What follows belongs to an exercise in optimizing a design on an open flow for small area, a short achievable clock period and few clock cycles; a production flow would make more cautious choices.
Function was checked by simulation only, so behaviour that the tests miss may differ from the original.
Power figures rest on the tool's default switching activity, not on a simulated workload.

`design/flow/design.v`:
```
module twb_flash_engine (
    input  wire        clk,
    input  wire        rst,
    input  wire        cmd_valid,
    output wire        cmd_ready,
    input  wire        cmd_verify,       
    input  wire [15:0] cmd_length,       
    input  wire [15:0] cmd_start_page,
    input  wire [7:0]  cmd_page_size,    
    input  wire        buf_valid,
    output wire        buf_ready,
    input  wire [7:0]  buf_data,
    output wire        tx_valid,
    input  wire        tx_ready,
    output wire [7:0]  tx_data,
    output wire        tx_last,
    input  wire        ack_valid,
    output wire        ack_ready,
    input  wire        ack_ok,
    input  wire        rx_valid,
    output wire        rx_ready,
    input  wire [7:0]  rx_data,
    output reg         rsp_valid,
    output reg  [2:0]  rsp_status,
    output reg  [15:0] rsp_page
);
    localparam [2:0] ST_OK      = 3'd0;
    localparam [2:0] ST_TRANS   = 3'd1;
    localparam [2:0] ST_NOTNEG  = 3'd3;
    localparam [2:0] ST_MISMATCH = 3'd5;
    localparam [3:0] S_IDLE  = 4'd0,
                     S_SETUP = 4'd1,
                     S_HDR   = 4'd2,
                     S_DATA  = 4'd3,
                     S_ACK   = 4'd4,
                     S_READ  = 4'd5,
                     S_CMP   = 4'd6,
                     S_NEXT  = 4'd7,
                     S_DONE  = 4'd8;
    function [15:0] crc16_upd;
        input [15:0] acc;
        input [7:0]  b;
        integer k;
        reg [15:0] c;
        begin
            c = acc ^ {8'h00, b};
            for (k = 0; k < 8; k = k + 1) begin
                if (c[0]) c = (c >> 1) ^ 16'hA001;
                else      c = c >> 1;
            end
            crc16_upd = c;
        end
    endfunction
    reg [3:0]  state;
    reg        verify;
    reg [15:0] length;
    reg [15:0] start_page;
    reg [7:0]  page_size;
    reg [16:0] page;         
    reg [1:0]  hdr_idx;
    reg [7:0]  byte_idx;     
    reg [16:0] img_pos;      
    reg [15:0] crc_rd;
    reg [15:0] crc_ex;
    reg [2:0]  result;
    wire [15:0] page_index = start_page + page[15:0];
    wire [23:0] page_addr  = page_index * page_size;    
    wire        pad        = (img_pos >= {1'b0, length});
    wire [7:0]  exp_byte   = pad ? 8'hFF : buf_data;
    wire        last_byte  = (byte_idx == page_size - 8'd1);
    reg [7:0] hdr_byte;
    always @(*) begin
        case (hdr_idx)
            2'd0: hdr_byte = 8'h02;
            2'd1: hdr_byte = 8'h01;
            2'd2: hdr_byte = page_addr[15:8];
            default: hdr_byte = page_addr[7:0];
        endcase
    end
    wire [7:0] rd_adj = rx_data;
    wire [7:0] ex_adj = (rx_data == 8'hFF) ? 8'hFF : exp_byte;
    assign cmd_ready = (state == S_IDLE);
    assign tx_valid  = (state == S_HDR) || (state == S_DATA && (pad || buf_valid));
    assign tx_data   = (state == S_HDR) ? hdr_byte : exp_byte;
    assign tx_last   = (state == S_HDR) ? (hdr_idx == 2'd3 && verify) : last_byte;
    assign buf_ready = (state == S_DATA && tx_ready && !pad) ||
                       (state == S_READ && rx_valid && !pad);
    assign ack_ready = (state == S_ACK);
    assign rx_ready  = (state == S_READ) && (pad || buf_valid);
    wire data_fire = (state == S_DATA) && tx_valid && tx_ready;
    wire read_fire = (state == S_READ) && rx_valid && rx_ready;
    always @(posedge clk) begin
        if (rst) begin
            state      <= S_IDLE;
            verify     <= 1'b0;
            length     <= 16'd0;
            start_page <= 16'd0;
            page_size  <= 8'd0;
            page       <= 17'd0;
            hdr_idx    <= 2'd0;
            byte_idx   <= 8'd0;
            img_pos    <= 17'd0;
            crc_rd     <= 16'd0;
            crc_ex     <= 16'd0;
            result     <= ST_OK;
            rsp_valid  <= 1'b0;
            rsp_status <= 3'd0;
            rsp_page   <= 16'd0;
        end else begin
            rsp_valid <= 1'b0;
            case (state)
                S_IDLE: begin
                    if (cmd_valid) begin
                        verify     <= cmd_verify;
                        length     <= cmd_length;
                        start_page <= cmd_start_page;
                        page_size  <= cmd_page_size;
                        state      <= S_SETUP;
                    end
                end
                S_SETUP: begin
                    page    <= 17'd0;
                    img_pos <= 17'd0;
                    hdr_idx <= 2'd0;
                    result  <= ST_OK;
                    if (page_size == 8'd0) begin
                        result <= ST_NOTNEG;
                        state  <= S_DONE;
                    end else if (length == 16'd0) begin
                        state  <= S_DONE;
                    end else begin
                        state  <= S_HDR;
                    end
                end
                S_HDR: begin
                    if (tx_ready) begin
                        hdr_idx <= hdr_idx + 2'd1;
                        if (hdr_idx == 2'd3) begin
                            byte_idx <= 8'd0;
                            state    <= verify ? S_ACK : S_DATA;
                        end
                    end
                end
                S_DATA: begin
                    if (data_fire) begin
                        byte_idx <= byte_idx + 8'd1;
                        img_pos  <= img_pos + 17'd1;
                        if (last_byte) state <= S_ACK;
                    end
                end
                S_ACK: begin
                    if (ack_valid) begin
                        if (!ack_ok) begin
                            result <= ST_TRANS;
                            state  <= S_DONE;
                        end else if (verify) begin
                            crc_rd <= 16'd0;
                            crc_ex <= 16'd0;
                            state  <= S_READ;
                        end else begin
                            state  <= S_NEXT;
                        end
                    end
                end
                S_READ: begin
                    if (read_fire) begin
                        crc_rd   <= crc16_upd(crc_rd, rd_adj);
                        crc_ex   <= crc16_upd(crc_ex, ex_adj);
                        byte_idx <= byte_idx + 8'd1;
                        img_pos  <= img_pos + 17'd1;
                        if (last_byte) state <= S_CMP;
                    end
                end
                S_CMP: begin
                    if (crc_rd != crc_ex) begin
                        result <= ST_MISMATCH;
                        state  <= S_DONE;
                    end else begin
                        state  <= S_NEXT;
                    end
                end
                S_NEXT: begin
                    hdr_idx <= 2'd0;
                    if (img_pos >= {1'b0, length}) begin
                        state <= S_DONE;
                    end else begin
                        page  <= page + 17'd1;
                        state <= S_HDR;
                    end
                end
                S_DONE: begin
                    rsp_valid  <= 1'b1;
                    rsp_status <= result;
                    rsp_page   <= (result == ST_OK || result == ST_NOTNEG) ? 16'd0 : page_index;
                    state      <= S_IDLE;
                end
                default: state <= S_IDLE;
            endcase
        end
    end
endmodule
```
`design/flow/config.mk`:
```
export PLATFORM = sky130hd
export DESIGN_NAME = twb_flash_engine
export DESIGN_NICKNAME = twb_flash_engine
export VERILOG_FILES = /design/flow/design.v
export SDC_FILE = /design/flow/constraint.sdc
export NUM_CORES = 4
export LEC_CHECK = 0
export CAP_MARGIN = 20
export CORE_MARGIN = 2
export CORE_UTILIZATION = 40
export SLEW_MARGIN = 20
```
`design/flow/run.sh`:
```
#!/bin/bash
# synth_recipe.tcl (not shown) runs the flow's synth.tcl, then flattens the netlist and writes it again
# the make line also repeats each setting of config.mk as NAME=value (left out here)
make -C /OpenROAD-flow-scripts/flow DESIGN_CONFIG=/design/flow/config.mk WORK_HOME=/design/flow/orfs CLKGATE_MAP_FILE= SYNTH_SCRIPT=/design/flow/synth_recipe.tcl finish
```
`design/flow/constraint.sdc`:
```
create_clock -name core_clock -period 11.0 [get_ports {clk}]
set_input_delay 2.2000 -clock core_clock [delete_from_list [all_inputs] [get_ports {clk}]]
set_output_delay 2.2000 -clock core_clock [all_outputs]
set_load 0.01 [all_outputs]
```
==> results.sh <==
export IMPL_status="timing/DRC/antenna clean"
export IMPL_synth_seq_area_share=0.2639
export IMPL_p_per_area_mw_per_mm2=154.8
export IMPL_start_kind="flop"
export IMPL_criticalPathCategory="reg -> out"
export IMPL_crit_required_ps=8800
export IMPL_clk_latency_ps=430
export IMPL_synth_area_mm2=0.01085
export IMPL_cellInternalPower_w=0.001170
export IMPL_vias=9306
export IMPL_drc_errors=0
export IMPL_pwr_share_clk=0.291
export IMPL_drt_pass1_iter_count=7
export IMPL_pin_count=99
export IMPL_synth_fa_ha_area_frac=0.1864
export IMPL_grt_max_degree=74
export IMPL_crit_top_cell="fa_1"
export IMPL_layout_drive_gt1_share=0.04440
export IMPL_rsz0062_at_grt="false"
export IMPL_die_w_um=168.7
export IMPL_path_clk_slew_ps=70
export IMPL_worstMarginPinSlew_ps=1034
export IMPL_slowest_stage="a21oi_1"
export IMPL_antenna_left=0
export IMPL_slowest_delay_ps=560
export IMPL_ys_flop_type="dfxtp_1"
export IMPL_drv_slew=0
export IMPL_gp_congestion=0.8393
export IMPL_ctsResizeCount=0
export IMPL_cts_buffers=17
export IMPL_core_region_area_mm2=0.02680
export IMPL_p_leak_nw=5.056
export IMPL_start_util=0.4048
export IMPL_clock_path_buffers=2
export IMPL_cts_hold_buffers_added=0
export IMPL_hold_viol=0
export IMPL_areaGrowthSynthToFinish_pct=17.00
export IMPL_p_comb_frac=0.388
export IMPL_finalCritPeriodShare=0.8880
export IMPL_clockRootBuffer="clkbuf_16"
export IMPL_synthSimpleGateAreaFrac=0.2119
export IMPL_cts_sinks=143
export IMPL_final_nets=1596
export IMPL_end_kind="primary output"
export IMPL_antenna_found_initial=0
export IMPL_fmax_mhz=102.4
export IMPL_fp_row_count=60
export IMPL_wl_um=28310
export IMPL_yosysWarnings=1
export IMPL_grt_pass1_vias=8938
export IMPL_drt_iter0_drc=526
export IMPL_p_switching_w=0.0007949
export IMPL_arrival_ps=7570
export IMPL_switching_share=0.4046
export IMPL_avgSynthCellArea_um2=8.115
export IMPL_syn_inst=1337
export IMPL_final_setup_viol_count=0
export IMPL_slew_headroom=0.3107
export IMPL_maxCapViolations=0
export IMPL_fin_tns_setup_ps=0
export IMPL_synth_seq_cells=143
export IMPL_dp_hpwl_um=21380
export IMPL_synth_edf_count=0
export IMPL_hold_class="reg -> reg"
export IMPL_die_area_mm2=0.02846
export IMPL_seqPwrFrac=0.322
export IMPL_grt_pass1_wl_um=46230
export IMPL_peakVddDrop_mv=0.1274
export IMPL_die_h_um=168.7
export IMPL_async_flop_share=0
export IMPL_post_route_min_period_ps=9768
export IMPL_skew_ps=17.80
export IMPL_post_cts_repair_setup_buffers=0
export IMPL_vias_per_cell=5.288
export IMPL_synth_top_family_by_area="simple AND/OR/NAND/NOR gates"
export IMPL_grt_ovfl_total=0
export IMPL_grt_use_total=0.2008
export IMPL_tritoncts="yes"
export IMPL_synthMuxAreaShare=0.004613
export IMPL_wl_per_cell_um=16.09
export IMPL_synth_compound_area_frac=0.1559
export IMPL_htreeDepth=4
export IMPL_synth_cell_types=66
export IMPL_yosys_area_share_xor_xnor=0.1161
export IMPL_n_antenna_cell=0
export IMPL_final_core_util=0.4736
export IMPL_syn_nets=1527
export IMPL_worstPathMaxFanout=9
export IMPL_port_buffers=98
layout make-up:
| class | count | area (µm²) |
|---|---|---|
| Clock buffer | 17 | 425.4 |
| Clock inverter | 15 | 151.4 |
| Fill cell | 2655 | 14110 |
| Inverter | 119 | 446.7 |
| Multi-Input combinational cell | 1017 | 7327 |
| Sequential cell | 143 | 2863 |
| Tap cell | 341 | 426.7 |
| Timing Repair Buffer | 108 | 1054 |
layout by cell type (no fill, tap or decap), types with 7 or more instances in the layout:
cell             netlist  final
a211oi_1               8      8
a21oi_1               93     93
a22oi_1               48     48
and2_1                45     45
and3_1                16     16
buf_4                  0     11
clkbuf_16              0     17
clkdlybuf4s50_1        0     97
dfxtp_1              143    143
fa_1                  61     61
ha_1                  64     64
inv_1                119    119
nand2_1              166    166
nand3_1               23     23
nand3b_1               7      7
nand4_1               15     15
nor2_1               137    137
nor2b_1               17     17
nor3_1                26     26
nor4_1                 9      9
o21a_1                 9      9
o21ai_0               36     36
xnor2_1              104    104
xor2_1                32     32
worst paths after layout:
check	start	to	slack [ps]	depth (start not counted)
setup / recovery	page[0]	tx_data[7]	1230	27
hold / removal	start_page[12]	start_page[12]	460	2
setup reg to reg	length[1]	crc_ex[15]	7080	13
hold reg to reg	start_page[12]	start_page[12]	460	2
layer usage:
layer / part of all wire / wire (µm) / vias to the layer above / GRT usage
met5: 0 / 0 / - / 0
met4: 0.0082 / 233 / 0 / 0.04160
met3: 0.042 / 1180 / 17 / 0.02782
met2: 0.45 / 12760 / 204 / 0.3248
met1: 0.50 / 14140 / 4452 / 0.2867
li1: - / - / 4633 / -
cells in the mapped netlist, types with 2 or more instances:
cell type	n	area share
o31ai_1	3	0.0021
mux2i_1	5	0.0046
a22oi_1	48	0.033
o21bai_1	6	0.0042
o22ai_1	2	0.0012
a21o_1	6	0.0042
and3_1	16	0.0092
a211oi_1	8	0.0055
or3_1	4	0.0023
nand3b_1	7	0.0048
fa_1	61	0.11
a2111oi_0	4	0.0032
nand2b_1	4	0.0023
nor3b_1	6	0.0042
nor3_1	26	0.012
nor4_1	9	0.0052
a21oi_1	93	0.043
and2_2	4	0.0028
o2111ai_1	4	0.0032
xnor3_1	2	0.0042
a221oi_1	2	0.0016
clkbuf_1	57	0.020
nor3_2	2	0.0018
a31o_2	3	0.0024
a311oi_1	3	0.0024
dfxtp_1	143	0.26
and4_1	3	0.0024
nor2_1	137	0.047
nand2_1	166	0.057
xor2_1	32	0.026
xnor2_1	104	0.084
o211ai_1	4	0.0028
nand4_1	15	0.0086
nor2b_1	17	0.0098
nand3_1	23	0.011
o21ai_0	36	0.017
ha_1	64	0.074
a2bb2oi_1	3	0.0024
a211o_1	3	0.0024
a22o_1	3	0.0024
inv_1	119	0.041
and2_1	45	0.026
o21ai_1	2	0.00092
o21a_1	9	0.0062
a31oi_1	3	0.0017
flip-flops by register name, summed over array words and instances, names as in the netlist:
name        flops
start_page     16
rsp_page       16
rsp_status      3
crc_ex         16
img_pos        17
length         16
page           16
result          3
hdr_idx         2
verify          1
rsp_valid       1
crc_rd         16
page_size       8
byte_idx        8
state           4
worst max-delay path: cells and delay by family, from the launching register on:
family                     cells  cell delay, ps
AOI/OAI and AO/OA              8            1620
DFF                            1             400
adders and majority gates      7            3000
xor gates and xnor gates       1             350
buffers and inverters          5             770
and+or+nand+nor                6             980
power by group through the flow:
stage	clock (W)	combinational, W	sequential [W]
4_1_cts	0.000579	0.000765	0.000632
6_report	0.000571	0.000761	0.000632
2_1_floorplan	0	0.000542	0.000598
3_5_place_dp	0	0.000761	0.000644
3_3_place_gp	0	0.000752	0.000643
5_1_grt	0.000599	0.000849	0.000639
per-stage QoR:
stage	area (µm²)	setup WS (ps)	power [W]	std cells	hold WS [ps]
floorplan	10850	2917	0.001140	1337	440.6
global placement	12120	1900	0.001395	1728	457.9
detailed placement	12120	1780	0.001404	1728	454.7
CTS	12690	1301	0.001976	1760	463.5
global route	12690	734.1	0.002088	1760	481.6
finish	12690	1232	0.001965	1760	459.5
logic make-up (layout without fill, tap and decap cells):
family / after synthesis / count (layout)
fa+ha+maj: 125 / 125
xor+xnor: 139 / 139
compound gates: 258 / 258
buf+inv: 177 / 259
flops: 143 / 143
mux: 5 / 5
simple gates: 490 / 490
Testbench counts, summed over its fixed seeds: cycles 61,942.

afterwards: timing with drivers on the ports:
No port has a modelled driver above. Below, the same layout with a new extraction and two added sets of constraints.
Step 1, drivers: a clkbuf_16 drives clk and a buf_2 each remaining input, both assumed.
Step 2 moves the port delays by t, midway between the first and last clock arrival at a register: inputs arrive t later, outputs are due t later. That takes back most of the time a late clock gives input paths.
Slacks: ideal ports / drivers / drivers and shift; pairs: ideal ports / drivers.
t, ns: 0.473
setup WS [ns]: 1.232 / 1.185 / 1.658
clock arrival spread, ns: 0.018 / 0.018
slew at the worst register clock pin (ns): 0.07 / 0.07
pins driven straight from the clock port: 1
After both steps this run still meets setup and hold. The setup slack of this run moves by -0.047 ns with the drivers and by +0.426 ns with both steps.
